Source: an optimization exercise on an open RTL-to-GDS flow (aim: small area and a short achievable clock period). Production flows keep margins and buffers that such runs may drop. Function was checked by simulation only, so behaviour that the tests miss may differ from the original.

===== flow/config.mk =====
export PLATFORM = sky130hd
export DESIGN_NAME = r19c_top
export DESIGN_NICKNAME = r19c_top
export VERILOG_FILES = /design/flow/design.v
export SDC_FILE = /design/flow/constraint.sdc
export NUM_CORES = 4
export LEC_CHECK = 0
export ABC_AREA = 1
export CAP_MARGIN = 20
export CORE_MARGIN = 2
export CORE_UTILIZATION = 40
export SLEW_MARGIN = 20

===== flow/constraint.sdc =====
create_clock -name core_clock -period 130.0 [get_ports {clk}]
set_input_delay 26.0000 -clock core_clock [delete_from_list [all_inputs] [get_ports {clk}]]
set_output_delay 26.0000 -clock core_clock [all_outputs]
set_load 0.01 [all_outputs]

===== flow/design.v =====
module r19c_d5s (input wire [2:0] r, input wire b, output wire q, output wire [2:0] rn);
    assign q = r[2] | (r[1] & (r[0] | b));
    assign rn[2] = b ? r[2] : (r[1] & ~r[0]);
    assign rn[1] = b ? r[0] : (r[2] | (r[0] & ~r[1]));
    assign rn[0] = b ? ~(r[1] | r[2]) : (r[2] | (r[1] & r[0]));
endmodule
module r19c_d125c #(
    parameter N = 8
) (
    input  wire [8:0]   s_in,       
    input  wire [N-1:0] x,          
    output wire [N-1:0] q,          
    output wire [8:0]   s_out
);
    wire [2:0] r1 [0:N];
    wire [2:0] r2 [0:N];
    wire [2:0] r3 [0:N];
    wire [N-1:0] q1, q2;
    assign r1[0] = s_in[2:0];
    assign r2[0] = s_in[5:3];
    assign r3[0] = s_in[8:6];
    genvar i;
    generate
        for (i = 0; i < N; i = i + 1) begin : g_c
            r19c_d5s s1 (.r(r1[i]), .b(x[N-1-i]),  .q(q1[N-1-i]), .rn(r1[i+1]));
            r19c_d5s s2 (.r(r2[i]), .b(q1[N-1-i]), .q(q2[N-1-i]), .rn(r2[i+1]));
            r19c_d5s s3 (.r(r3[i]), .b(q2[N-1-i]), .q(q[N-1-i]),  .rn(r3[i+1]));
        end
    endgenerate
    assign s_out = {r3[N], r2[N], r1[N]};
endmodule
module r19c_d5inc (
    input  wire [2:0] r,
    input  wire       ci,
    output wire [2:0] rn,
    output wire       co
);
    assign co    = ci & r[2];
    assign rn[0] = ci ? ~r[0] & ~r[2] : r[0];
    assign rn[1] = ci ? r[1] ^ r[0]   : r[1];
    assign rn[2] = ci ? r[1] & r[0]   : r[2];
endmodule
module r19c_timebase #(
    parameter J = 26
) (
    input  wire        clk,
    input  wire        rst,
    input  wire        tmr_en,      
    input  wire        ie_clr,      
    input  wire        ie_set,      
    input  wire        tset,        
    input  wire [63:0] tset_val,
    output wire [61:0] cnt,         
    output wire [63:0] now_us,
    output wire [63:0] now_ms
);
    localparam NH = 61 - J;         
    localparam QH = 55 - J;         
    reg  [7:0]    tcnt;
    reg  [61:8]   mono_h;
    reg           ovf_pend;
    reg           ie;
    reg  [QH-1:0] q_hi;             
    reg  [8:0]    s_hi;             
    wire        ie_next = ie_clr ? 1'b0 : (ie_set ? 1'b1 : ie);
    wire        wrap    = tmr_en && (&tcnt);
    wire [8:0]  tc;
    assign tc[0] = tmr_en;
    genvar i;
    generate
        for (i = 0; i < 8; i = i + 1) begin : g_tc
            assign tc[i+1] = tc[i] & tcnt[i];
        end
    endgenerate
    wire [7:0]  tcnt_inc = tcnt ^ tc[7:0];
    wire        add1 = ie_next & (ovf_pend ^ wrap);
    wire        add2 = ie_next & ovf_pend & wrap;
    wire        c9   = (mono_h[8] & add1) | add2;
    wire [62:9] p9;
    assign p9[9] = 1'b1;
    generate
        for (i = 9; i < 62; i = i + 1) begin : g_p9
            assign p9[i+1] = p9[i] & mono_h[i];
        end
    endgenerate
    wire [61:8] mono_inc = {mono_h[61:9] ^ ({53{c9}} & p9[61:9]), mono_h[8] ^ add1};
    wire        cx     = c9 & p9[J+1];
    wire        hi_all = &mono_h[61:J+1];
    wire [2:0]  r1i, r2i, r3i;
    wire        k1, k2, k3;
    r19c_d5inc u_i1 (.r(s_hi[2:0]), .ci(cx), .rn(r1i), .co(k1));
    r19c_d5inc u_i2 (.r(s_hi[5:3]), .ci(k1), .rn(r2i), .co(k2));
    r19c_d5inc u_i3 (.r(s_hi[8:6]), .ci(k2), .rn(r3i), .co(k3));
    wire [QH:0] qc;
    assign qc[0] = k3;
    generate
        for (i = 0; i < QH; i = i + 1) begin : g_qc
            assign qc[i+1] = qc[i] & q_hi[i];
        end
    endgenerate
    wire          hwrap = cx & hi_all;
    wire [QH-1:0] q_inc = hwrap ? {QH{1'b0}} : (q_hi ^ qc[QH-1:0]);
    wire [8:0]    s_inc = hwrap ? 9'd0 : {r3i, r2i, r1i};
    wire [NH-1:0] hq;
    wire [8:0]    hs;
    r19c_d125c #(.N(NH)) u_hi (.s_in(9'd0), .x(tset_val[61:J+1]), .q(hq), .s_out(hs));
    always @(posedge clk) begin
        if (rst) begin
            tcnt     <= 8'd0;
            mono_h   <= 54'd0;
            ovf_pend <= 1'b0;
            ie       <= 1'b1;
            q_hi     <= {QH{1'b0}};
            s_hi     <= 9'd0;
        end else begin
            ie       <= ie_next;
            if (tset) begin
                tcnt   <= tset_val[7:0];
                mono_h <= tset_val[61:8];
                q_hi   <= hq[QH-1:0];
                s_hi   <= hs;
            end else begin
                tcnt   <= tcnt_inc;
                mono_h <= mono_inc;
                q_hi   <= q_inc;
                s_hi   <= s_inc;
            end
            ovf_pend <= ~tset & ~ie_next & (ovf_pend | wrap);
        end
    end
    wire [J-1:0] lq;
    wire [8:0]   ls_unused;
    r19c_d125c #(.N(J)) u_lo (.s_in(s_hi), .x(cnt[J:1]), .q(lq), .s_out(ls_unused));
    assign cnt    = {mono_h, tcnt};
    assign now_us = {mono_h, tcnt, 2'b00};
    assign now_ms = {9'd0, q_hi, lq};
endmodule
module r19c_buttons (
    input  wire       clk,
    input  wire       rst,
    input  wire       sample,       
    input  wire [9:0] adc_raw,
    output wire       edge_mode,
    output wire       edge_inc,
    output wire       edge_dec
);
    reg l_mode, l_inc, l_dec;
    wire in_mode = (adc_raw >= 10'd340) && (adc_raw < 10'd450);
    wire in_inc  = (adc_raw >= 10'd210) && (adc_raw < 10'd280);
    wire in_dec  = (adc_raw >= 10'd130) && (adc_raw < 10'd200);
    assign edge_mode = in_mode && !l_mode;
    assign edge_inc  = in_inc  && !l_inc;
    assign edge_dec  = in_dec  && !l_dec;
    always @(posedge clk) begin
        if (rst) begin
            l_mode <= 1'b0;
            l_inc  <= 1'b0;
            l_dec  <= 1'b0;
        end else if (sample) begin
            l_mode <= in_mode;
            l_inc  <= in_inc;
            l_dec  <= in_dec;
        end
    end
endmodule
module r19c_eqinc #(
    parameter N = 8
) (
    input  wire [N-1:0] a,
    input  wire [N-1:0] b,
    input  wire         ci,
    output wire         eq
);
    wire [N-1:0] z = a ^ b;
    wire [N-1:0] inc_ok;
    assign inc_ok[0] = z[0];
    genvar i;
    generate
        for (i = 1; i < N; i = i + 1) begin : g_b
            assign inc_ok[i] = ~(z[i] ^ (z[i-1] & b[i-1]));
        end
    endgenerate
    assign eq = ci ? (&inc_ok) : ~(|z);
endmodule
module r19c_clock (
    input  wire        clk,
    input  wire        rst,
    input  wire        secchk,      
    input  wire [63:0] now_ms,
    input  wire        do_mode,     
    input  wire        do_inc,      
    input  wire        do_dec,      
    output reg  [4:0]  hh,
    output reg  [5:0]  mm,
    output reg  [5:0]  ss,
    output reg  [1:0]  clkmode,
    output wire        sec_event
);
    localparam [1:0] NORMAL = 2'd0, SET_HOURS = 2'd1, SET_MINUTES = 2'd2;
    reg [2:0]  idle;
    reg [60:0] sm;
    wire [60:0] n = now_ms[63:3];
    wire [7:0] bo;
    wire [6:0] e_lo;
    assign bo[0] = 1'b0;
    genvar i;
    generate
        for (i = 0; i < 7; i = i + 1) begin : g_lo
            assign e_lo[i]  = n[i] ^ sm[i] ^ bo[i];
            assign bo[i+1]  = (~n[i] & sm[i]) | (~(n[i] ^ sm[i]) & bo[i]);
        end
    endgenerate
    wire hi_zero;
    r19c_eqinc #(.N(54)) u_eq (.a(n[60:7]), .b(sm[60:7]), .ci(bo[7]), .eq(hi_zero));
    wire lo_ge = (&e_lo[6:2]) & (e_lo[1] | e_lo[0]);
    assign sec_event = secchk & (~hi_zero | lo_ge);
    wire [61:0] sc;
    assign sc[0] = 1'b0;
    generate
        for (i = 0; i < 61; i = i + 1) begin : g_sm
            if (i < 7) begin : g_add
                if (i == 1) begin : g_0
                    assign sc[i+1] = sm[i] & sc[i];
                end else begin : g_1
                    assign sc[i+1] = sm[i] | sc[i];
                end
            end else begin : g_inc
                assign sc[i+1] = sm[i] & sc[i];
            end
        end
    endgenerate
    wire [60:0] sm_add = sm ^ sc[60:0] ^ 61'd125;
    always @(posedge clk) begin
        if (rst) begin
            hh      <= 5'd0;
            mm      <= 6'd0;
            ss      <= 6'd0;
            clkmode <= NORMAL;
            idle    <= 3'd0;
            sm      <= 61'd0;
        end else if (sec_event) begin
            sm <= sm_add;
            if (clkmode == NORMAL) begin
                if (ss == 6'd59) begin
                    ss <= 6'd0;
                    if (mm == 6'd59) begin
                        mm <= 6'd0;
                        hh <= (hh == 5'd23) ? 5'd0 : hh + 5'd1;
                    end else begin
                        mm <= mm + 6'd1;
                    end
                end else begin
                    ss <= ss + 6'd1;
                end
            end else if (idle == 3'd5) begin
                clkmode <= NORMAL;
                idle    <= 3'd0;
            end else begin
                idle <= idle + 3'd1;
            end
        end else if (do_mode) begin
            case (clkmode)
                NORMAL:    clkmode <= SET_HOURS;
                SET_HOURS: clkmode <= SET_MINUTES;
                default:   clkmode <= NORMAL;
            endcase
            idle <= 3'd0;
        end else if (do_inc) begin
            if (clkmode == SET_HOURS) begin
                hh   <= (hh == 5'd23) ? 5'd0 : hh + 5'd1;
                idle <= 3'd0;
            end else if (clkmode == SET_MINUTES) begin
                mm   <= (mm == 6'd59) ? 6'd0 : mm + 6'd1;
                idle <= 3'd0;
            end
        end else if (do_dec) begin
            if (clkmode == SET_HOURS) begin
                hh   <= (hh == 5'd0) ? 5'd23 : hh - 5'd1;
                idle <= 3'd0;
            end else if (clkmode == SET_MINUTES) begin
                mm   <= (mm == 6'd0) ? 6'd59 : mm - 6'd1;
                idle <= 3'd0;
            end
        end
    end
endmodule
module r19c_d3s (
    input  wire [1:0] r,
    input  wire       b,
    output wire       q,
    output wire [1:0] rn
);
    assign q     = r[1] | (r[0] & b);
    assign rn[1] = (r[0] & ~b) | (r[1] & b);
    assign rn[0] = (~r[1] & ~r[0] & b) | (r[1] & ~b);
endmodule
module r19c_d97s (
    input  wire [6:0] r,
    input  wire       b,
    output wire       q,
    output wire [6:0] rn
);
    wire [7:0] t = {r, b};
    wire nz1 = t[0];
    wire nz2 = t[0] | t[1];
    wire nz3 = t[0] | t[1] | t[2];
    wire nz4 = t[0] | t[1] | t[2] | t[3];
    wire nz5 = t[0] | t[1] | t[2] | t[3] | t[4];
    assign q = t[7] | (t[6] & t[5] & nz5);
    assign rn[0] = t[0] ^ q;
    assign rn[1] = t[1] ^ (q & ~nz1);
    assign rn[2] = t[2] ^ (q & ~nz2);
    assign rn[3] = t[3] ^ (q & ~nz3);
    assign rn[4] = t[4] ^ (q & ~nz4);
    assign rn[5] = t[5] ^ (q & nz5);
    assign rn[6] = t[6] ^ (q & t[5] & nz5);
endmodule
module r19c_ranging (
    input  wire        clk,
    input  wire        rst,
    input  wire        step,        
    input  wire        echo,
    input  wire [61:0] cnt,
    input  wire        arm,         
    output reg         trig,
    output reg         status,
    output wire [31:0] distance,
    output reg         dist_valid,
    output reg  [1:0]  rres,
    output wire        idle_state,  
    output wire        sample,      
    output wire        done         
);
    localparam [2:0] R_IDLE = 3'd0, R_TRIG = 3'd1, R_WAITH = 3'd2,
                     R_WAITL = 3'd3, R_RECOV = 3'd4;
    localparam [1:0] RES_NONE = 2'd0, RES_OK = 2'd1, RES_NO_ECHO = 2'd2,
                     RES_ECHO_STUCK = 2'd3;
    reg [2:0]  rstate;
    reg [61:0] t_mark;              
    reg [14:0] dist_q;              
    wire [18:0] bw;
    wire [17:0] since;
    assign bw[0] = 1'b0;
    genvar i;
    generate
        for (i = 0; i < 18; i = i + 1) begin : g_s
            assign since[i] = cnt[i] ^ t_mark[i] ^ bw[i];
            assign bw[i+1]  = (~cnt[i] & t_mark[i]) | (~(cnt[i] ^ t_mark[i]) & bw[i]);
        end
    endgenerate
    wire hi_zero;
    r19c_eqinc #(.N(44)) u_eq (.a(cnt[61:18]), .b(t_mark[61:18]), .ci(bw[18]), .eq(hi_zero));
    wire ge_trig = ~hi_zero | (|since[17:2]) | (&since[1:0]);       
    wire ge_echo = ~hi_zero | (since >= 18'd250000);                 
    wire ge_rec  = ~hi_zero | (since >= 18'd62500);                  
    wire [20:0] f5;
    wire [19:0] fc;
    assign fc[0] = 1'b0;
    assign f5[1:0] = since[1:0];
    generate
        for (i = 2; i < 20; i = i + 1) begin : g_f5
            wire a = (i < 18) ? since[i] : 1'b0;
            wire b = since[i-2];
            assign f5[i]   = a ^ b ^ fc[i-1];
            assign fc[i]   = (a & b) | ((a ^ b) & fc[i-1]);
        end
    endgenerate
    assign fc[1] = 1'b0;
    assign f5[20] = fc[19];
    wire [22:0] w20 = {f5[20:0], 2'b00};
    wire [1:0]  r3 [0:23];
    wire [6:0]  r97 [0:23];
    wire [22:0] q3, dq;
    assign r3[0]  = 2'd0;
    assign r97[0] = 7'd0;
    generate
        for (i = 0; i < 23; i = i + 1) begin : g_d
            r19c_d3s  s3  (.r(r3[i]),  .b(w20[22-i]), .q(q3[22-i]), .rn(r3[i+1]));
            r19c_d97s s97 (.r(r97[i]), .b(q3[22-i]),  .q(dq[22-i]), .rn(r97[i+1]));
        end
    endgenerate
    wire [14:0] cm = dq[14:0];
    assign distance   = {17'd0, dist_q};
    assign idle_state = (rstate == R_IDLE);
    assign sample = step && (rstate == R_WAITL) && !ge_echo && !echo;
    assign done   = step && (rstate == R_RECOV) && ge_rec;
    always @(posedge clk) begin
        if (rst) begin
            rstate     <= R_IDLE;
            t_mark     <= 62'd0;
            trig       <= 1'b0;
            status     <= 1'b0;
            dist_q     <= 15'd0;
            dist_valid <= 1'b0;
            rres       <= RES_NONE;
        end else begin
            if (arm)
                status <= 1'b1;
            if (step) begin
                case (rstate)
                    R_IDLE: begin
                        status <= 1'b0;
                        trig   <= 1'b1;
                        t_mark <= cnt;
                        rstate <= R_TRIG;
                    end
                    R_TRIG: begin
                        if (ge_trig) begin
                            trig   <= 1'b0;
                            t_mark <= cnt;
                            rstate <= R_WAITH;
                        end
                    end
                    R_WAITH: begin
                        if (ge_echo) begin
                            rres   <= RES_NO_ECHO;
                            t_mark <= cnt;
                            rstate <= R_RECOV;
                        end else if (echo) begin
                            t_mark <= cnt;
                            rstate <= R_WAITL;
                        end
                    end
                    R_WAITL: begin
                        if (ge_echo) begin
                            rres   <= RES_ECHO_STUCK;
                            t_mark <= cnt;
                            rstate <= R_RECOV;
                        end else if (!echo) begin
                            dist_q     <= cm;
                            dist_valid <= 1'b1;
                            rres       <= RES_OK;
                            t_mark     <= cnt;
                            rstate     <= R_RECOV;
                        end
                    end
                    R_RECOV: begin
                        if (ge_rec) begin
                            status <= 1'b1;
                            rstate <= R_IDLE;
                        end
                    end
                    default: rstate <= R_IDLE;
                endcase
            end
        end
    end
endmodule
module r19c_top (
    input  wire        clk,
    input  wire        rst,
    input  wire        tmr_en,
    input  wire        ie_clr,
    input  wire        ie_set,
    input  wire        tset,
    input  wire [63:0] tset_val,
    input  wire [9:0]  adc_raw,
    input  wire        rev,
    input  wire        echo,
    output wire        trig,
    output wire        status,
    output wire [4:0]  hours,
    output wire [5:0]  minutes,
    output wire [5:0]  seconds,
    output wire [1:0]  clkmode,
    output reg         mainmode,
    output wire [31:0] dist_cm,
    output wire        dist_valid,
    output wire [1:0]  rres,
    output wire [63:0] now_us,
    output wire [63:0] now_ms,
    output reg         hb_stb,
    output reg         sample_stb,
    output reg         view_stb
);
    localparam [1:0] P_ARB = 2'd0, P_SEC = 2'd1, P_BTN = 2'd2, P_RNG = 2'd3;
    reg [1:0] ph;
    wire [61:0] cnt;
    wire edge_mode, edge_inc, edge_dec;
    wire sec_event;
    wire rg_idle, rg_sample, rg_done;
    wire at_arb = (ph == P_ARB);
    wire at_sec = (ph == P_SEC);
    wire at_btn = (ph == P_BTN);
    wire at_rng = (ph == P_RNG);
    r19c_timebase u_tb (
        .clk(clk), .rst(rst), .tmr_en(tmr_en), .ie_clr(ie_clr), .ie_set(ie_set),
        .tset(tset), .tset_val(tset_val), .cnt(cnt), .now_us(now_us), .now_ms(now_ms)
    );
    r19c_buttons u_bt (
        .clk(clk), .rst(rst), .sample(at_btn), .adc_raw(adc_raw),
        .edge_mode(edge_mode), .edge_inc(edge_inc), .edge_dec(edge_dec)
    );
    r19c_clock u_ck (
        .clk(clk), .rst(rst), .secchk(at_sec), .now_ms(now_ms),
        .do_mode(at_btn && edge_mode), .do_inc(at_btn && edge_inc),
        .do_dec(at_btn && edge_dec),
        .hh(hours), .mm(minutes), .ss(seconds), .clkmode(clkmode),
        .sec_event(sec_event)
    );
    r19c_ranging u_rg (
        .clk(clk), .rst(rst), .step(at_rng), .echo(echo), .cnt(cnt),
        .arm(at_arb && rg_idle && rev),
        .trig(trig), .status(status), .distance(dist_cm), .dist_valid(dist_valid),
        .rres(rres), .idle_state(rg_idle), .sample(rg_sample), .done(rg_done)
    );
    always @(posedge clk) begin
        if (rst) begin
            ph         <= P_ARB;
            mainmode   <= 1'b0;
            hb_stb     <= 1'b0;
            sample_stb <= 1'b0;
            view_stb   <= 1'b0;
        end else begin
            hb_stb     <= sec_event;
            sample_stb <= rg_sample;
            view_stb   <= 1'b0;
            case (ph)
                P_ARB: begin
                    mainmode <= rev;
                    ph       <= P_SEC;
                end
                P_SEC: ph <= P_BTN;
                P_BTN: begin
                    if (mainmode) begin
                        ph <= P_RNG;
                    end else begin
                        ph       <= P_ARB;
                        view_stb <= 1'b1;
                    end
                end
                default: begin
                    if (rg_done) begin
                        ph       <= P_ARB;
                        view_stb <= 1'b1;
                    end
                end
            endcase
        end
    end
endmodule

===== flow/run.sh =====
#!/bin/bash
# synth_recipe.tcl (not shown) runs the flow's synth.tcl, then flattens the netlist and writes it again
# the make line also repeats each setting of config.mk as NAME=value (left out here)
make -C /OpenROAD-flow-scripts/flow DESIGN_CONFIG=/design/flow/config.mk WORK_HOME=/design/flow/orfs CLKGATE_MAP_FILE= SYNTH_SCRIPT=/design/flow/synth_recipe.tcl finish

==> flow_metrics.py, run 1 <==
metrics = {
    "cts": {
        "numCtsBuffers": 37,
        "tritoncts": "done",
        "cts.sinks": 279,
        "cts_root_buffer": "clkbuf_16",
        "holdBufCountCts": 0,
        "insertion_delay_ps": 570,
        "post_cts_buffers": 0,
        "clockBufferDepth": 3,
        "cts.reportedPaths.clkPinSlew_ps": 60,
        "cts_resized": 0,
        "cts_max_level": 2,
    },
    "global_routing": {
        "gr-usage-all-layers": 0.212,
        "grt_pass1_wl_mm": 146,
        "grt_antenna_before_repair": 5,
        "overflow": 0,
        "grt_pass1_vias": 30300,
        "grt_max_degree": 92,
    },
    "placed_design": {
        "place_ws_ps": 93580,
        "hpwlAfterDp_mm": 72.6,
        "placed_area_um2": 35200,
        "gp_congestion": 0.931,
        "io_buffers": 238,
    },
    "job": {
        "maxCapViolCount": 0,
    },
    "floorplanning": {
        "initial_core_util": 0.402,
        "core_area_um2": 80200,
        "dieArea_um2": 82900,
        "die_height_um": 288,
        "die_w_um": 288,
        "ioPinCount": 270,
        "placementRows": 104,
    },
    "worst_setup_path": {
        "required_ps": 104000,
        "cpPeakStageDelay_ps": 530,
        "path_max_fanout": 6,
        "critPathCaptureType": "output port",
        "cp_slowest_cell": "clkdlybuf4s50_1",
        "cp.arrival_ps": 11090,
        "crit_path_frequent_cell": "nand2_1",
        "start_kind": "register",
        "crit_type": "reg2out",
    },
    "detailed_routing": {
        "vias": 33600,
        "routed_wl_mm": 89.7,
        "drt_iter0_drc": 1694,
        "routedWlPerCell_um": 13.2,
        "via_per_inst": 4.94,
        "drc_errors": 0,
        "ant_nets": 0,
        "first_pass_iters": 5,
    },
    "synth": {
        "synth_seq_area_share": 0.173,
        "synth_flop_cell": "dfxtp_1",
        "syn_avg_cell_area_um2": 5.80,
        "synthArstFlopShare": 0,
        "synthXorXnorAreaFrac": 0.0190,
        "synthCells": 5556,
        "ys_ff_latch": 279,
        "synth_compound_area_frac": 0.172,
        "yosys_warnings": 7,
        "synth-edff-count": 0,
        "synth_mux_area_frac": 0.000311,
        "synth_top_family_by_area": "simple AND/OR/NAND/NOR gates",
        "synth_fa_ha_area_frac": 0.114,
        "synthDistinctLibCells": 70,
        "netlist_area_um2": 32200,
        "synth-simple-area-share": 0.388,
    },
    "timing": {
        "hold_viol": 0,
        "fin_skew_ps": 24.0,
        "min_period_over_period": 0.285,
        "timing.hold.ws_ps": 462,
        "drv_slew": 0,
        "tns_ps": 0,
        "worst_pin_slew_ps": 1000,
        "rsz0062_at_grt": "false",
        "slew_headroom": 0.324,
        "fmax_mhz": 27.0,
        "final-setup-viol-count": 0,
        "period_needed_ps": 37090,
        "fin_ws_ps": 92910,
    },
    "cells_and_area": {
        "layout-drive-gt1-share": 0.0723,
        "fillers": 8685,
        "syn_to_final_growth_pct": 13.3,
        "fin_nets": 6065,
        "final_area_um2": 36500,
    },
    "run_status": {
        "outcome": "complete, no violations",
    },
    "hold_path": {
        "worst_hold_path_type": "reg2reg",
    },
}
synth_stat cells (all sizes together), types with 3 or more instances:
master,n,area (um2)
a2111oi,3,26.3
a211oi,42,315
a21boi,7,52.6
a21oi,353,1870
a22oi,14,105
a31oi,15,93.8
and3,3,18.8
buf,90,687
clkbuf,70,263
clkinv,15,57.6
dfxtp,279,5590
fa,38,761
ha,232,2900
inv,873,3280
nand2,1725,6870
nand3,326,1790
nand3b,3,22.5
nand4,107,669
nor2,636,2460
nor3,55,280
nor3b,5,37.5
nor4,33,206
o2111ai,6,52.6
o211ai,21,158
o21a,10,75.1
o21ai,412,2130
o21bai,5,37.5
o221ai,3,26.3
o22ai,42,282
o311ai,15,131
o31ai,5,37.5
o41ai,4,35.0
or2,19,119
xnor2,37,324
xor2,33,289
state kept, by name, summed over array words and instances (netlist names), 2 cells and up:
name / count
u_ck.mm: 6
u_ck.idle: 3
u_ck.hh: 5
ph: 2
u_rg.dist_q: 15
u_ck.clkmode: 2
u_rg.rres: 2
u_tb.q_hi: 29
u_rg.rstate: 3
u_ck.sm: 61
u_tb.tcnt: 8
u_ck.ss: 6
u_tb.s_hi: 9
u_rg.t_mark: 62
u_tb.mono_h: 54
metal layers:
layer | wire length, um | vias to the layer above | GRT usage | share of wire
met5 | 23 | - | 0 | 0.00026
met4 | 2350 | 4 | 0.0591 | 0.026
met3 | 4000 | 91 | 0.0282 | 0.045
met2 | 42200 | 498 | 0.375 | 0.47
met1 | 41100 | 14800 | 0.267 | 0.46
li1 | - | 18200 | - | -
critical path: cells and delay by family, from the launching register on:
kind	cells	cell delay, ps
buffers and inverters	12	1370
adders and majority gates	1	200
AOI/OAI and AO/OA	26	6010
DFF	1	400
and+or+nand+nor	26	2530
cells in the final DEF, fill, tap and decap left out, drive strengths merged, types with 4 or more instances in the layout:
| master | netlist | final |
|---|---|---|
| nand2 | 1725 | 1725 |
| inv | 873 | 875 |
| nor2 | 636 | 636 |
| o21ai | 412 | 412 |
| a21oi | 353 | 353 |
| nand3 | 326 | 326 |
| dfxtp | 279 | 279 |
| clkdlybuf4s50 | 0 | 236 |
| ha | 232 | 232 |
| nand4 | 107 | 107 |
| nor3 | 55 | 55 |
| clkbuf | 70 | 52 |
| a211oi | 42 | 42 |
| o22ai | 42 | 42 |
| fa | 38 | 38 |
| xnor2 | 37 | 37 |
| nor4 | 33 | 33 |
| xor2 | 33 | 33 |
| conb | 1 | 28 |
| o211ai | 21 | 21 |
| clkinv | 15 | 21 |
| or2 | 19 | 19 |
| buf | 90 | 17 |
| a31oi | 15 | 15 |
| o311ai | 15 | 15 |
| a22oi | 14 | 14 |
| o21a | 10 | 10 |
| bufinv | 0 | 7 |
| a21boi | 7 | 7 |
| o2111ai | 6 | 6 |
| nor3b | 5 | 5 |
| o21bai | 5 | 5 |
| o31ai | 5 | 5 |
| diode | 0 | 4 |
| o41ai | 4 | 4 |
cell type report:
cell class,instances,area [um2],area share
Tap cell,1060,1330,0.0363
Multi-Input combinational cell,4254,22400,0.614
Antenna cell,4,10.0,0.000274
Clock inverter,15,284,0.00778
Timing Repair Buffer,253,2490,0.0682
Inverter,888,3340,0.0914
Sequential cell,279,5590,0.153
Clock buffer,52,1060,0.0291
metrics by stage:
step                       util  instances
final                     0.456       6805
after global routing      0.456       6801
after CTS                 0.456       6801
after detailed placement  0.439       6734
after global placement    0.439       6734
after floorplan               -       5583
final timing paths:
kind / to / cells past startpoint / slack, ps / start
worst max register to register: u_rg.dist_q[0] / 138 / 104540 / u_tb.tcnt[0]
worst min register to register: u_rg.dist_q[0] / 2 / 460 / u_rg.dist_q[0]
worst min-delay path: u_rg.dist_q[0] / 2 / 460 / u_rg.dist_q[0]
worst max-delay path: now_ms[0] / 65 / 92910 / u_tb.s_hi[0]
cell families after synthesis:
group,Yosys count
AOI/OAI and AO/OA,970
xor gates and xnor gates,70
DFF,279
other,1
muxes,1
buffers and inverters,1050
and+or+nand+nor,2915
adders and majority gates,270
==> run 2: changes to the inputs <==
--- a/flow/design.v
+++ b/flow/design.v
@@ -174,11 +174,13 @@
     wire [N-1:0] z = a ^ b;
-    wire [N-1:0] inc_ok;
-    assign inc_ok[0] = z[0];
+    wire [N:0]   p;                 
+    assign p[0] = 1'b1;
     genvar i;
     generate
-        for (i = 1; i < N; i = i + 1) begin : g_b
-            assign inc_ok[i] = ~(z[i] ^ (z[i-1] & b[i-1]));
+        for (i = 0; i < N; i = i + 1) begin : g_p
+            assign p[i+1] = p[i] & b[i];
         end
     endgenerate
-    assign eq = ci ? (&inc_ok) : ~(|z);
+    wire eq0 = ~(|z);
+    wire eq1 = &(z ~^ p[N-1:0]);
+    assign eq = ci ? eq1 : eq0;
 endmodule
--- a/flow/config.mk
+++ b/flow/config.mk
@@ -10,3 +10,4 @@
 export CORE_MARGIN = 2
-export CORE_UTILIZATION = 40
+export CORE_UTILIZATION = 70
+export PLACE_DENSITY = 0.8
 export SLEW_MARGIN = 20
==> run 2 against run 1 <==
Net effect:
- die area fell by 43%
- critical endpoint is now now_ms[1]
- area after synthesis fell by 0.59%
- via count rose by 5.6%
- sequential share of layout area rose by 0.33 points
- critical path depth rose by 5
- core utilization rose by 33 points
- sequential cell count did not move
==> flow_metrics.py, run 2 <==
metrics = {
    "synth": {
        "synthDistinctLibCells": 71,
        "syn_avg_cell_area_um2": 5.68,
        "synth.most_common_cell": "nand2_1",
        "synth_top_area_share": 0.200,
        "synth_seq_area_share": 0.174,
        "synth-edff-count": 0,
        "synthArstFlopShare": 0,
        "synth_flop_cell": "dfxtp_1",
        "synth.area.top_cells": "nand2_1, dfxtp_1, inv_1",
        "yosys_warnings": 7,
        "synth_common_cells": "nand2_1, inv_1, nor2_1",
        "synthCells": 5644,
        "ys_ff_latch": 279,
        "netlist_area_um2": 32000,
        "synth_top_cell_by_area": "nand2_1",
    },
    "worst_setup_path": {
        "cpPeakStageDelay_ps": 570,
        "cp_slowest_cell": "clkdlybuf4s50_1",
        "critPathCaptureType": "output port",
        "start_kind": "register",
        "path_max_fanout": 9,
        "rrSetupSlack_ps": 104190,
        "crit_path_frequent_cell": "nand2_1",
        "required_ps": 104000,
        "rr_endpoint": "u_rg.dist_q[0]",
        "r2r_start": "u_tb.tcnt[0]",
        "crit_type": "reg2out",
        "cp.arrival_ps": 11060,
        "cp-startpoint": "u_tb.mono_h[26]",
        "ff2ff_path_depth": 135,
    },
    "detailed_routing": {
        "routedWlPerCell_um": 13.5,
        "drc_errors": 0,
        "routed_wl_mm": 86.7,
        "vias": 35500,
        "first_pass_iters": 6,
        "drt_iter0_drc": 2571,
        "ant_nets": 0,
        "via_per_inst": 5.52,
    },
    "cts": {
        "numCtsBuffers": 35,
        "cts_max_level": 2,
        "cts.sinks": 279,
        "clockBufferDepth": 3,
        "insertion_delay_ps": 570,
        "post_cts_buffers": 0,
        "tritoncts": "done",
        "cts_resized": 0,
        "cts_root_buffer": "clkbuf_16",
        "holdBufCountCts": 0,
        "cts.reportedPaths.clkPinSlew_ps": 60,
    },
    "cells_and_area": {
        "largest_register_ffs": 62,
        "antenna_cells": 0,
        "final_common_cell": "nand2_1",
        "layout-drive-gt1-share": 0.0577,
        "fin_nets": 6066,
        "syn_to_final_growth_pct": 11.6,
        "final_cell_mix": "nand2_1, inv_1, nor2_1",
        "largest-register": "u_rg.t_mark",
        "stdcell_count": 6426,
        "reg_top3": "u_rg.t_mark (62), u_ck.sm (61), u_tb.mono_h (54)",
    },
    "global_routing": {
        "gr-usage-all-layers": 0.356,
        "grt_antenna_before_repair": 2,
        "grt_max_degree": 105,
        "grt_pass1_vias": 32000,
        "grt_pass1_wl_mm": 143,
        "overflow": 0,
    },
    "floorplanning": {
        "die_height_um": 218,
        "dieArea_um2": 47500,
        "die_w_um": 218,
        "core_area_um2": 45300,
        "ioPinCount": 270,
        "placementRows": 78,
        "initial_core_util": 0.707,
    },
    "placed_design": {
        "dp_cells": 6362,
        "gp_congestion": 0.975,
        "io_buffers": 239,
        "hpwlAfterDp_mm": 66.7,
    },
    "timing": {
        "fin_skew_ps": 21.8,
        "min_period_over_period": 0.285,
        "rsz0062_at_grt": "false",
        "fmax_mhz": 27.0,
        "tns_ps": 0,
        "hold_viol": 0,
        "slew_headroom": 0.0322,
        "worst_pin_slew_ps": 1430,
        "period_needed_ps": 37060,
        "drv_slew": 0,
        "final-setup-viol-count": 0,
    },
    "run_status": {
        "outcome": "complete, no violations",
    },
    "job": {
        "maxCapViolCount": 0,
    },
    "hold_path": {
        "worst_hold_path_type": "reg2reg",
        "worstHoldStart": "u_rg.dist_valid",
        "hold-path-endpoint": "u_rg.dist_valid",
        "hold_depth": 1,
    },
}
==> run 2: cell types whose count changed after synthesis, moves of 18 or more <==
cell     previous run  this run
nand2_1          1578      1705
ha_1              232       147
xor2_1             33       117
inv_1             805       858
nor2_1            609       569
nand2_2           142       120
inv_2              68        47
o21ai_0           308       328
a21oi_2            24         6
==> run 2: worst max path at each step <==
stage / endpoint / slack (ps) / cells past startpoint
after CTS: now_ms[1] / 93070 / 72
after floorplan: now_ms[0] / 95630 / 79
after global routing: now_ms[1] / 91320 / 74
after global placement: now_ms[1] / 94010 / 72
after detailed placement: now_ms[1] / 93800 / 72
final: now_ms[1] / 92940 / 70
==> run 2: worst max-delay path, delay by kind of cell (launching register included) <==
kind | cells | cell delay [ps]
buffers and inverters | 19 | 2050
AO/OA/AOI/OAI | 22 | 4970
AND/OR/NAND/NOR | 29 | 2910
flip-flops | 1 | 530
==> run 2: cell type report <==
class,count,area (um2)
tap,600,751
sequential,279,5590
fill,3634,9530
timing repair buffer,256,2530
clock inverter,21,312
clock buffer,43,966
inverter,913,3430
multi-input combinational,4314,22200
==> run 2: layer usage <==
layer / vias up / part of all wire / global-route usage
li1: 18400 / - / -
met1: 15800 / 0.42 / 0.427
met2: 1067 / 0.46 / 0.618
met3: 252 / 0.070 / 0.0576
met4: 4 / 0.048 / 0.170
met5: - / 0.00036 / 0
==> run 2: logic make-up (layout without fill, tap and decap cells) <==
family,count (synthesis),after routing,share of synthesized area
AOI/OAI and AO/OA,981,981,0.175
xor gates and xnor gates,143,143,0.0391
adders and majority gates,185,185,0.0812
buffers and inverters,1078,1233,0.137
DFF,279,279,0.174
muxes,1,1,0.000312
other,1,28,0.000117
and+or+nand+nor,2976,2976,0.394
==> run 2: through the flow <==
stage / area, um2 / setup slack, ps / utilization / hold WS [ps]
global route: 35800 / 91320 / 0.790 / 488
detailed placement: 34500 / 93800 / 0.761 / 456
CTS: 35800 / 93070 / 0.790 / 468
floorplan: 32100 / 95630 / - / 441
global placement: 34500 / 94010 / 0.761 / 447
finish: 35800 / 92940 / 0.790 / 468
==> run 3: changes to the inputs <==
==> flow/flow/run.sh (new file) <==
#!/bin/bash
# Layout flow: the standard synthesis, then an area-oriented re-mapping of the
# combinational logic that is off the time-critical paths, then the standard layout.
#
# The cells kept as synthesis mapped them are the flip-flops and the fan-in cones of the
# divider's cut registers (u_tb.q_hi*, u_tb.s_hi*) and of the now_ms outputs; those cones
# hold the paths from the inputs and to the outputs that set the period. Everything else
# is re-mapped by ABC (remap.abc) for area. Each tool writes its own log here.
set -euo pipefail
W=$(pwd)
R=$W/orfs/results/${FLOW_PLATFORM}/r19c_top/base
LIB=${FLOW_HOME}/platforms/${FLOW_PLATFORM}/lib/sky130_fd_sc_hd__tt_025C_1v80.lib
YOSYS=${FLOW_HOME}/../tools/install/yosys/bin/yosys
[[ -x $YOSYS ]] || YOSYS=yosys

bash standard.sh synth > synth.log 2>&1
cp "$R/1_2_yosys.v" netlist_std.v

remap_ok=0
if python3 flow/crit.py netlist_std.v keep.v stubs.v "$LIB" 'u_tb.q_hi,u_tb.s_hi' 'now_ms' > crit.log 2>&1; then
  cat > remap.ys <<EOT
read_liberty -ignore_miss_func $LIB
read_verilog stubs.v
read_verilog keep.v
hierarchy -top ${FLOW_TOP}
flatten
rename -hide w:*.*
opt_clean -purge
abc -script $W/flow/remap.abc -liberty $LIB -dont_use *lpflow* -dont_use *probe* -dont_use *clkdly* -dont_use *dlygate* -dont_use *clkbuf* -dont_use *clkinv*
opt_clean -purge
splitnets
opt_clean -purge
hilomap -singleton -hicell sky130_fd_sc_hd__conb_1 HI -locell sky130_fd_sc_hd__conb_1 LO
insbuf -buf sky130_fd_sc_hd__buf_4 A X
opt_clean -purge
stat
write_verilog -noattr -nohex -nodec remapped_keep.v
EOT
  if "$YOSYS" -s remap.ys > remap.log 2>&1; then
    sed 's/KEEP_sky130/sky130/g' remapped_keep.v > remapped.v
    if python3 flow/ffcheck.py netlist_std.v remapped.v > ffcheck.log 2>&1; then
      remap_ok=1
    fi
  fi
fi
echo "remap_ok=$remap_ok" > remap_status.log
if [[ $remap_ok == 1 ]]; then
  cp remapped.v "$R/1_2_yosys.v"
  touch "$R/1_2_yosys.v"
fi

bash standard.sh > layout.log 2>&1
==> flow/flow/crit.py (new file) <==
#!/usr/bin/env python3
"""Mark the cells of the netlist that must keep their mapping: flip-flops, and the
combinational fan-in cones of the given flip-flop name prefixes and output ports.
Writes the netlist with those cells renamed to KEEP_<type>, and blackbox stubs."""
import re, sys
src, dst, stubs, lib = sys.argv[1:5]
ff_prefixes = sys.argv[5].split(',') if len(sys.argv) > 5 and sys.argv[5] else []
out_prefixes = sys.argv[6].split(',') if len(sys.argv) > 6 and sys.argv[6] else []
t = open(src).read()
# pin directions from the liberty
libt = open(lib).read()
dirs = {}
for m in re.finditer(r'cell\s*\(\s*"?(\w+)"?\s*\)\s*\{', libt):
    name = m.group(1)
    end = libt.find('cell (', m.end())
    body = libt[m.end(): end if end > 0 else len(libt)]
    pins = {}
    for pm in re.finditer(r'pin\s*\(\s*"?(\w+)"?\s*\)\s*\{[^{}]*?direction\s*:\s*"?(\w+)"?', body, re.S):
        pins[pm.group(1)] = pm.group(2)
    dirs[name] = pins
inst_re = re.compile(r'^(\s*)(sky130_fd_sc_hd__\w+)\s+(\S+)\s*\((.*?)\);', re.M | re.S)
insts = []
for m in inst_re.finditer(t):
    typ, name, body = m.group(2), m.group(3), m.group(4)
    conns = dict((p, n.strip()) for p, n in re.findall(r'\.(\w+)\(([^()]*)\)', body))
    insts.append((m.start(), m.end(), typ, name, conns))
driver = {}
for i, (_, _, typ, name, conns) in enumerate(insts):
    for p, n in conns.items():
        if dirs.get(typ, {}).get(p) == 'output':
            driver[n] = i
keep = set()
def is_ff(typ):
    base = typ.split('__')[1]
    return base.startswith(('df', 'dl', 'sdf', 'ed', 'conb'))
stack = []
for i, (_, _, typ, name, conns) in enumerate(insts):
    if is_ff(typ):
        keep.add(i)
        nm = name.lstrip('\\')
        if any(nm.startswith(p) for p in ff_prefixes):
            for p, n in conns.items():
                if dirs[typ].get(p) == 'input' and p not in ('CLK',):
                    stack.append(n)
# output ports: nets named like the port
for op in out_prefixes:
    for n in list(driver):
        if n == op or n.startswith(op + '['):
            stack.append(n)
seen = set()
while stack:
    n = stack.pop()
    if n in seen: continue
    seen.add(n)
    i = driver.get(n)
    if i is None or i in keep: continue
    _, _, typ, name, conns = insts[i]
    keep.add(i)
    for p, m2 in conns.items():
        if dirs[typ].get(p) == 'input':
            stack.append(m2)
# rewrite
out = []; pos = 0; types = set()
for i, (s, e, typ, name, conns) in enumerate(insts):
    if i in keep:
        seg = t[s:e]
        seg = seg.replace(typ, 'KEEP_' + typ, 1)
        out.append(t[pos:s]); out.append(seg); pos = e
        types.add(typ)
out.append(t[pos:])
open(dst, 'w').write(''.join(out))
with open(stubs, 'w') as f:
    for typ in sorted(types):
        ports = ', '.join(f"{d} {p}" for p, d in dirs[typ].items() if d in ('input', 'output'))
        f.write(f"(* blackbox *) module KEEP_{typ}({ports}); endmodule\n")
print(f"kept {len(keep)} of {len(insts)} cells", file=sys.stderr)
==> flow/flow/ffcheck.py (new file) <==
#!/usr/bin/env python3
"""Exit 0 if two netlists hold the same flip-flop instances (name and cell type)."""
import re, sys
def ffs(path):
    t = open(path).read()
    return sorted((m.group(1), m.group(2)) for m in
                  re.finditer(r'^\s*(sky130_fd_sc_hd__d\w+)\s+(\S+)\s*\(', t, re.M))
a, b = ffs(sys.argv[1]), ffs(sys.argv[2])
print(f"{len(a)} flip-flops in {sys.argv[1]}, {len(b)} in {sys.argv[2]}")
sys.exit(0 if a == b and a else 1)
==> flow/flow/remap.abc (new file) <==
strash
&get -n
&fraig -x
&put
scorr
dc2
strash
&get -n
&dch -f
&nf -R 1000
&put
==> flow/standard.sh (new file) <==
#!/bin/bash
# synth_recipe.tcl (not shown) runs the flow's synth.tcl, then flattens the netlist and writes it again
# the make line also repeats each setting of config.mk as NAME=value (left out here)
make -C /OpenROAD-flow-scripts/flow DESIGN_CONFIG=/design/flow/config.mk WORK_HOME=/design/flow/orfs CLKGATE_MAP_FILE= SYNTH_SCRIPT=/design/flow/synth_recipe.tcl "${@:-finish}"
removed: flow/run.sh
==> run 3 against run 2 <==
Net effect:
- still clean
- die area is 9.2% lower
- via count is 6.6% lower
- first-iteration DRC count down 3.7%
- fmax is 0.20% lower
- core utilization up 1.5 points
- area after synthesis is 9.3% lower
- clock skew fell by 4.0 ps
- hold slack gained 5.3 ps
- synthesized cell count fell by 12%
- non-clock buffer count decreased by 3
- sequential share of layout area grew 1.3 points
- largest cell class unchanged
- highest routed layer unchanged
==> flow_metrics.py, run 3 <==
metrics = {
    "worst_setup_path": {
        "crit_path_frequent_cell": "nand2_1",
        "cpPeakStageDelay_ps": 580,
        "critPathCaptureType": "output port",
        "cp.arrival_ps": 11140,
        "critPathTopFamily": "compound AO/OA/AOI/OAI gates",
        "required_ps": 104000,
        "start_kind": "register",
        "crit_type": "reg2out",
        "path_max_fanout": 5,
        "cp_slowest_cell": "clkdlybuf4s50_1",
        "path_buf_inv": 20,
    },
    "timing": {
        "tns_ps": 0,
        "hold_viol": 0,
        "slew_headroom": 0.275,
        "fmax_mhz": 26.9,
        "drv_slew": 0,
        "min_period_over_period": 0.286,
        "period_needed_ps": 37140,
        "final-setup-viol-count": 0,
        "worst_pin_slew_ps": 1070,
        "fin_skew_ps": 17.9,
        "rsz0062_at_grt": "false",
    },
    "placed_design": {
        "hpwlAfterDp_mm": 60.5,
        "dp_cells": 5709,
        "gp_congestion": 0.958,
        "io_buffers": 239,
    },
    "cells_and_area": {
        "layout-drive-gt1-share": 0.0510,
        "multiInputGateArea_um2": 20900,
        "largest-register": "u_rg.t_mark",
        "antenna_cells": 0,
        "final_common_cell": "nand2_1",
        "fin_nets": 5331,
        "final_cell_mix": "nand2_1, inv_1, nor2_1",
        "largest_register_ffs": 62,
        "stdcell_count": 5765,
        "reg_top3": "u_rg.t_mark (62), u_ck.sm (61), u_tb.mono_h (54)",
        "regArea_um2": 5590,
        "fillers": 3254,
        "syn_to_final_growth_pct": 13.3,
    },
    "detailed_routing": {
        "via_per_inst": 5.75,
        "first_pass_iters": 6,
        "drc_errors": 0,
        "routed_wl_mm": 80.0,
        "drt_iter0_drc": 2476,
        "ant_nets": 0,
        "routedWlPerCell_um": 13.9,
        "vias": 33200,
    },
    "job": {
        "maxCapViolCount": 0,
    },
    "global_routing": {
        "overflow": 0,
        "grt_max_degree": 109,
        "gr-usage-all-layers": 0.353,
        "grt_antenna_before_repair": 3,
        "grt_pass1_vias": 29600,
        "grt_pass1_wl_mm": 133,
    },
    "floorplanning": {
        "dieArea_um2": 43100,
        "die_height_um": 208,
        "placementRows": 74,
        "initial_core_util": 0.710,
        "ioPinCount": 270,
        "core_area_um2": 40900,
        "die_w_um": 208,
    },
    "cts": {
        "holdBufCountCts": 0,
        "insertion_delay_ps": 580,
        "cts.reportedPaths.clkPinSlew_ps": 60,
        "cts.sinks": 279,
        "numCtsBuffers": 31,
        "post_cts_buffers": 0,
        "cts_resized": 0,
        "clockBufferDepth": 3,
        "tritoncts": "done",
        "cts_root_buffer": "clkbuf_16",
        "cts_max_level": 1,
    },
    "synth": {
        "yosys_warnings": 7,
        "synthCells": 4975,
        "netlist_area_um2": 29000,
        "syn_avg_cell_area_um2": 5.84,
    },
    "run_status": {
        "outcome": "complete, no violations",
    },
    "hold_path": {
        "worst_hold_path_type": "reg2reg",
    },
}
run 3: worst reg2reg max path: cells and delay by family (launching register included):
kind                     cells  cell delay, ps
AO/OA/AOI/OAI               25            5540
XOR/XNOR                    13            3930
buffers and inverters        5             510
adder cells (fa/ha/maj)     12            4900
AND/OR/NAND/NOR             66           12330
flip-flops                   1             370
run 3: routing by layer:
metal,vias to the layer above,GRT usage,wire (um)
li1,17000,-,-
met1,14800,0.429,33100
met2,1108,0.616,36900
met3,251,0.0513,6120
met4,6,0.165,3830
met5,-,0,50
run 3: cell type report:
| type | count | area share |
|---|---|---|
| sequential | 279 | 0.170 |
| timing repair buffer | 253 | 0.0757 |
| multi-input combinational | 4071 | 0.635 |
| inverter | 574 | 0.0655 |
| clock buffer | 48 | 0.0288 |
| clock inverter | 8 | 0.00502 |
| tap | 532 | 0.0202 |
run 3: metrics by stage:
stage | util | instance area [um2] | setup WS (ps) | hold slack, ps
2_1_floorplan | - | 29100 | 95600 | 433
3_3_place_gp | 0.777 | 31800 | 94020 | 439
3_5_place_dp | 0.777 | 31800 | 93690 | 447
4_1_cts | 0.804 | 32900 | 93020 | 472
5_1_grt | 0.804 | 32900 | 91330 | 496
6_report | 0.804 | 32900 | 92860 | 474
run 3: worst paths after layout:
kind,start,to,slack [ps],depth (start not counted)
min,u_rg.dist_valid,u_rg.dist_valid,470,1
max,u_tb.s_hi[0],now_ms[1],92860,78
max reg2reg,u_tb.tcnt[0],u_rg.dist_q[0],102420,121
min reg2reg,u_rg.dist_valid,u_rg.dist_valid,470,1
==> run 4: changes to the inputs <==
--- a/flow/design.v
+++ b/flow/design.v
@@ -1,6 +1,11 @@
-module r19c_d5s (input wire [2:0] r, input wire b, output wire q, output wire [2:0] rn);
-    assign q = r[2] | (r[1] & (r[0] | b));
-    assign rn[2] = b ? r[2] : (r[1] & ~r[0]);
-    assign rn[1] = b ? r[0] : (r[2] | (r[0] & ~r[1]));
-    assign rn[0] = b ? ~(r[1] | r[2]) : (r[2] | (r[1] & r[0]));
+module r19c_d5s (
+    input  wire [2:0] r,
+    input  wire       b,
+    output wire       q,
+    output wire [2:0] rn
+);
+    assign q     = (b & r[1]) | (~r[0] & r[1]);
+    assign rn[0] = (b & ~r[0] & ~r[1]) | (~b & r[0] & ~r[1]) | (r[1] & ~r[2]);
+    assign rn[1] = (r[0] & ~r[1]) | (b & ~r[0] & r[1]) | (~b & r[2]);
+    assign rn[2] = (~b & r[0]) | (b & ~r[0] & r[1]);
 endmodule
@@ -37,6 +42,6 @@
 );
-    assign co    = ci & r[2];
-    assign rn[0] = ci ? ~r[0] & ~r[2] : r[0];
-    assign rn[1] = ci ? r[1] ^ r[0]   : r[1];
-    assign rn[2] = ci ? r[1] & r[0]   : r[2];
+    assign co    = ci & r[2] & ~r[0];
+    assign rn[0] = ci ? ~r[1] : r[0];
+    assign rn[1] = ci ? r[0] | (r[1] & ~r[2]) : r[1];
+    assign rn[2] = ci ? (r[0] & ~r[1]) | (r[1] & ~r[2] & ~r[0]) : r[2];
 endmodule
==> run 4 against run 3 <==
Net effect:
- die area shrank 1.4%
- register-to-register slack improved by 1000 ps
- hold slack lost 14 ps
- synthesized cell count is 0.80% lower
- cell count shrank 0.62%
- sequential share of layout area rose by 0.21 points
- core utilization is 0.45 points lower
- setup slack worse by 43 ps
- area after synthesis down 1.4%
- non-clock buffer count fell by 4
- via count is 3.1% lower
- highest routed layer unchanged
==> flow_metrics.py, run 4 <==
metrics = {
    "worst_setup_path": {
        "r2r_start": "u_tb.tcnt[0]",
        "critPathCaptureType": "output port",
        "start_kind": "register",
        "critPathTopFamily": "simple AND/OR/NAND/NOR gates",
        "cpPeakStageDelay_ps": 550,
        "path_max_fanout": 5,
        "path_buf_inv": 26,
        "cp-startpoint": "u_tb.mono_h[26]",
        "required_ps": 104000,
        "cp.arrival_ps": 11180,
        "crit_type": "reg2out",
        "crit_path_frequent_cell": "nand2_1",
        "cp_slowest_cell": "clkdlybuf4s50_1",
    },
    "timing": {
        "tns_ps": 0,
        "worst_pin_slew_ps": 1080,
        "slew_headroom": 0.279,
        "final-setup-viol-count": 0,
        "rsz0062_at_grt": "false",
        "period_needed_ps": 37180,
        "drv_slew": 0,
        "fin_skew_ps": 34.9,
        "hold_viol": 0,
        "fmax_mhz": 26.9,
        "min_period_over_period": 0.286,
    },
    "cells_and_area": {
        "fillers": 3292,
        "fin_nets": 5287,
        "largest-register": "u_rg.t_mark",
        "syn_to_final_growth_pct": 13.5,
        "final_cell_mix": "nand2_1, inv_1, nor2_1",
        "multiInputGateArea_um2": 20000,
        "reg_top3": "u_rg.t_mark (62), u_ck.sm (61), u_tb.mono_h (54)",
        "regArea_um2": 5590,
        "layout-drive-gt1-share": 0.0379,
        "final_area_um2": 32500,
        "final_common_cell": "nand2_1",
        "largest_register_ffs": 62,
    },
    "cts": {
        "post_cts_buffers": 0,
        "cts.sinks": 279,
        "cts.reportedPaths.clkPinSlew_ps": 60,
        "cts_root_buffer": "clkbuf_16",
        "holdBufCountCts": 0,
        "insertion_delay_ps": 560,
        "clockBufferDepth": 3,
        "tritoncts": "done",
        "cts_resized": 0,
        "cts_max_level": 2,
        "numCtsBuffers": 34,
    },
    "detailed_routing": {
        "routed_wl_mm": 78.1,
        "highest_layer": "met5",
        "ant_nets": 0,
        "wl_met1_mm": 32.4,
        "dr_wl_met2_mm": 36.0,
        "vias": 32100,
        "routedWlPerCell_um": 13.6,
        "drt_iter0_drc": 2375,
        "via_per_inst": 5.61,
        "wl_met3_mm": 5.88,
        "first_pass_iters": 6,
        "drc_errors": 0,
    },
    "job": {
        "maxCapViolCount": 0,
    },
    "synth": {
        "netlist_area_um2": 28600,
        "synthCells": 4935,
        "yosys_warnings": 7,
        "syn_avg_cell_area_um2": 5.80,
    },
    "global_routing": {
        "grt_pass1_wl_mm": 127,
        "gr-usage-all-layers": 0.355,
        "grt_max_degree": 101,
        "grt_pass1_vias": 28600,
        "grt_antenna_before_repair": 4,
        "overflow": 0,
    },
    "floorplanning": {
        "dieArea_um2": 42500,
        "die_height_um": 206,
        "die_w_um": 206,
        "ioPinCount": 270,
        "initial_core_util": 0.704,
        "core_area_um2": 40600,
        "placementRows": 74,
    },
    "placed_design": {
        "hpwlAfterDp_mm": 59.5,
        "io_buffers": 239,
        "gp_congestion": 1.01,
        "placed_area_um2": 31400,
    },
    "hold_path": {
        "worstHoldStart": "u_bt.l_inc",
        "worst_hold_path_type": "reg2reg",
    },
    "run_status": {
        "outcome": "complete, no violations",
    },
}
[run 4: changes by cell type in the layout (fill, tap and decap cells not counted), moves of 69 or more]
cell     change
inv_1      +140
nand2_2     -74
nand3_1    +314
a21oi_1    -125
o21ai_1     -69
nand2_1    -170
[run 4: path summary, 6_finish.rpt]
path / endpoint / slack, ps / cells past startpoint
setup / recovery: now_ms[0] / 92820 / 98
hold / removal: u_bt.l_inc / 460 / 2
setup reg to reg: u_rg.dist_q[0] / 103470 / 130
hold reg to reg: u_bt.l_inc / 460 / 2
[run 4: per-stage QoR]
| stage | util | hold WS (ps) | instances | worst slack (ps) |
|---|---|---|---|---|
| 5_1_grt | 0.800 | 479 | 5726 | 91040 |
| 3_5_place_dp | 0.772 | 452 | 5665 | 92700 |
| 4_1_cts | 0.800 | 459 | 5726 | 92840 |
| 6_report | 0.800 | 460 | 5729 | 92820 |
| 3_3_place_gp | 0.772 | 443 | 5665 | 93000 |
| 2_1_floorplan | - | 437 | 4962 | 94800 |
[run 4: layer usage]
layer / GRT usage / up-vias
met5: 0 / -
met4: 0.169 / 6
met3: 0.0618 / 214
met2: 0.622 / 1017
met1: 0.419 / 14300
li1: - / 16600
[run 4: worst reg2reg max path, delay by kind of cell, from the launching register on]
family                     cells  cell delay (ps)
buffers and inverters          4              430
xor gates and xnor gates      12             3230
DFF                            1              400
AOI/OAI and AO/OA             27             6520
adders and majority gates      5             2070
muxes                          3              850
and+or+nand+nor               79            12880
[run 4: cell type report]
cell class	instances	share of cell area
inverter	695	0.0803
tap	532	0.0205
clock inverter	12	0.00446
timing repair buffer	249	0.0757
clock buffer	49	0.0307
antenna	3	0.000231
sequential	279	0.172
multi-input combinational	3910	0.616
==> run 5: changes to the inputs <==
--- a/flow/flow/run.sh
+++ b/flow/flow/run.sh
@@ -51,2 +51,3 @@
 
-bash standard.sh > layout.log 2>&1
+# Port buffers: a plain buffer in place of the delay buffer the tool picks by itself.
+bash standard.sh "BUFFER_PORTS_ARGS=-buffer_cell sky130_fd_sc_hd__buf_2" finish > layout.log 2>&1
==> run 5 against run 4 <==
Net effect:
- die area unchanged
- register-to-register slack worse by 420 ps
- highest routed layer unchanged
- still clean on timing, DRC and antenna
- first-iteration DRC count down 6.9%
- sequential share of layout area increased by 0.64 points
- largest cell class unchanged
==> flow_metrics.py, run 5 <==
metrics = {
    "run_status": {
        "outcome": "complete, no violations",
    },
    "floorplanning": {
        "dieArea_um2": 42500,
        "die_height_um": 206,
        "ioPinCount": 270,
        "placementRows": 74,
        "die_w_um": 206,
        "core_area_um2": 40600,
        "initial_core_util": 0.704,
    },
    "hold_path": {
        "hold-path-endpoint": "u_rg.dist_valid",
        "worstHoldStart": "u_rg.dist_valid",
        "hold_depth": 1,
        "worst_hold_path_type": "reg2reg",
    },
    "worst_setup_path": {
        "r2r_start": "u_tb.tcnt[0]",
        "rrSetupSlack_ps": 103050,
        "cpPeakStageDelay_ps": 350,
        "path_max_fanout": 5,
        "cp_slowest_cell": "dfxtp_1",
        "crit_type": "reg2out",
        "required_ps": 104000,
        "ff2ff_path_depth": 129,
        "rr_endpoint": "u_rg.dist_q[0]",
        "start_kind": "register",
        "critPathCaptureType": "output port",
        "cp.arrival_ps": 10740,
        "crit_path_frequent_cell": "nor2_1",
    },
    "detailed_routing": {
        "drt_iter0_drc": 2210,
        "via_per_inst": 5.60,
        "first_pass_iters": 5,
        "ant_nets": 0,
        "vias": 32100,
        "routedWlPerCell_um": 13.5,
        "routed_wl_mm": 77.2,
        "drc_errors": 0,
    },
    "placed_design": {
        "hpwlAfterDp_mm": 59.5,
        "io_buffers": 239,
        "gp_congestion": 0.986,
    },
    "cts": {
        "cts.reportedPaths.clkPinSlew_ps": 50,
        "insertion_delay_ps": 570,
        "clockBufferDepth": 3,
        "numCtsBuffers": 34,
        "post_cts_buffers": 0,
        "cts_root_buffer": "clkbuf_16",
        "cts_max_level": 2,
        "holdBufCountCts": 0,
        "cts.sinks": 279,
        "tritoncts": "done",
        "cts_resized": 0,
    },
    "cells_and_area": {
        "fillers": 3574,
        "layout-drive-gt1-share": 0.0843,
        "largest_register_ffs": 62,
        "fin_nets": 5289,
        "regArea_um2": 5590,
        "syn_to_final_growth_pct": 9.44,
        "largest-register": "u_rg.t_mark",
        "multiInputGateArea_um2": 20000,
        "reg_top3": "u_rg.t_mark (62), u_ck.sm (61), u_tb.mono_h (54)",
        "final_cell_mix": "nand2_1, inv_1, nor2_1",
        "final_common_cell": "nand2_1",
    },
    "timing": {
        "final-setup-viol-count": 0,
        "timing.hold.ws_ps": 459,
        "fmax_mhz": 27.2,
        "tns_ps": 0,
        "rsz0062_at_grt": "false",
        "fin_skew_ps": 18.1,
        "slew_headroom": 0.268,
        "min_period_over_period": 0.283,
        "worst_pin_slew_ps": 1100,
        "hold_viol": 0,
        "period_needed_ps": 36740,
        "drv_slew": 0,
    },
    "global_routing": {
        "grt_pass1_vias": 28500,
        "grt_pass1_wl_mm": 126,
        "overflow": 0,
        "grt_max_degree": 83,
        "gr-usage-all-layers": 0.353,
        "grt_antenna_before_repair": 7,
    },
    "job": {
        "maxCapViolCount": 0,
    },
    "synth": {
        "netlist_area_um2": 28600,
        "yosys_warnings": 7,
        "synthCells": 4935,
        "syn_avg_cell_area_um2": 5.80,
    },
}
==> run 5: layout make-up <==
cell class                 instances  share of cell area
tap                              532              0.0212
inverter                         695              0.0834
antenna                            4            0.000319
sequential                       279               0.178
clock buffer                      45              0.0311
clock inverter                    15             0.00519
multi-input combinational       3910               0.639
timing repair buffer             251              0.0412
==> run 5: metrics by stage <==
| stage | cell area [um2] | instances | util | setup WS [ps] |
|---|---|---|---|---|
| 4_1_cts | 31300 | 5727 | 0.771 | 93290 |
| 2_1_floorplan | 28700 | 4962 | - | 94800 |
| 3_5_place_dp | 30200 | 5667 | 0.743 | 93190 |
| 5_1_grt | 31300 | 5727 | 0.771 | 91730 |
| 6_report | 31300 | 5731 | 0.771 | 93260 |
| 3_3_place_gp | 30200 | 5667 | 0.743 | 93430 |
==> run 5: how the worst max path moves through the flow <==
| stage | start | end | slack [ps] |
|---|---|---|---|
| after floorplan | tset_val[60] | u_tb.s_hi[7] | 94800 |
| after global placement | tset_val[60] | u_tb.s_hi[7] | 93430 |
| after detailed placement | tset_val[60] | u_tb.s_hi[7] | 93190 |
| after CTS | u_tb.mono_h[26] | now_ms[0] | 93290 |
| after global routing | u_tb.mono_h[26] | now_ms[0] | 91730 |
| final | u_tb.mono_h[26] | now_ms[0] | 93260 |
==> run 5: critical path: cells and delay by family (launching register included) <==
family | cells | cell delay [ps]
AOI/OAI and AO/OA | 10 | 1590
buffers and inverters | 30 | 2200
DFF | 1 | 350
and+or+nand+nor | 58 | 6060
==> run 5: per-layer routing <==
layer / vias up / global-route usage / share of wire
li1: 16600 / - / -
met1: 14400 / 0.417 / 0.41
met2: 965 / 0.631 / 0.47
met3: 175 / 0.0665 / 0.079
met4: 4 / 0.137 / 0.035
met5: - / 0 / 0.00036

-- afterwards: timing with drivers on the ports --
The flow's constraints put no driver on any port. The routed layouts listed below were extracted and timed again, unchanged, in two steps. Step 1 (the two cells are an assumption about what drives the block):
set clk [get_ports {clk}]
set_driving_cell -lib_cell sky130_fd_sc_hd__clkbuf_16 $clk
set_driving_cell -lib_cell sky130_fd_sc_hd__buf_2 [delete_from_list [all_inputs] $clk]
Step 2 also shifts input and output timing later by t, the mid clock arrival at the registers, as if the neighbouring blocks saw the same clock. a / b / c = no drivers / after step 1 / after step 2; a / b = the first two.
| run | t, ns | setup WS [ns] | worst hold slack (ns) |
|---|---|---|---|
| run 1 | 0.623 | 92.913 / 92.849 / 93.472 | 0.462 / 0.462 / 0.462 |
| run 2 | 0.620 | 92.937 / 92.880 / 93.500 | 0.468 / 0.468 / 0.468 |
| run 3 | 0.634 | 92.864 / 92.805 / 93.439 | 0.474 / 0.474 / 0.474 |
| run 4 | 0.608 | 92.820 / 92.757 / 92.531 | 0.460 / 0.460 / 0.460 |
| run 5 | 0.616 | 93.256 / 93.197 / 93.021 | 0.459 / 0.459 / 0.459 |
After both steps every run listed still meets setup and hold. The setup slack of run 4, which loses most, moves by -0.063 ns with the drivers and by -0.289 ns with both steps.
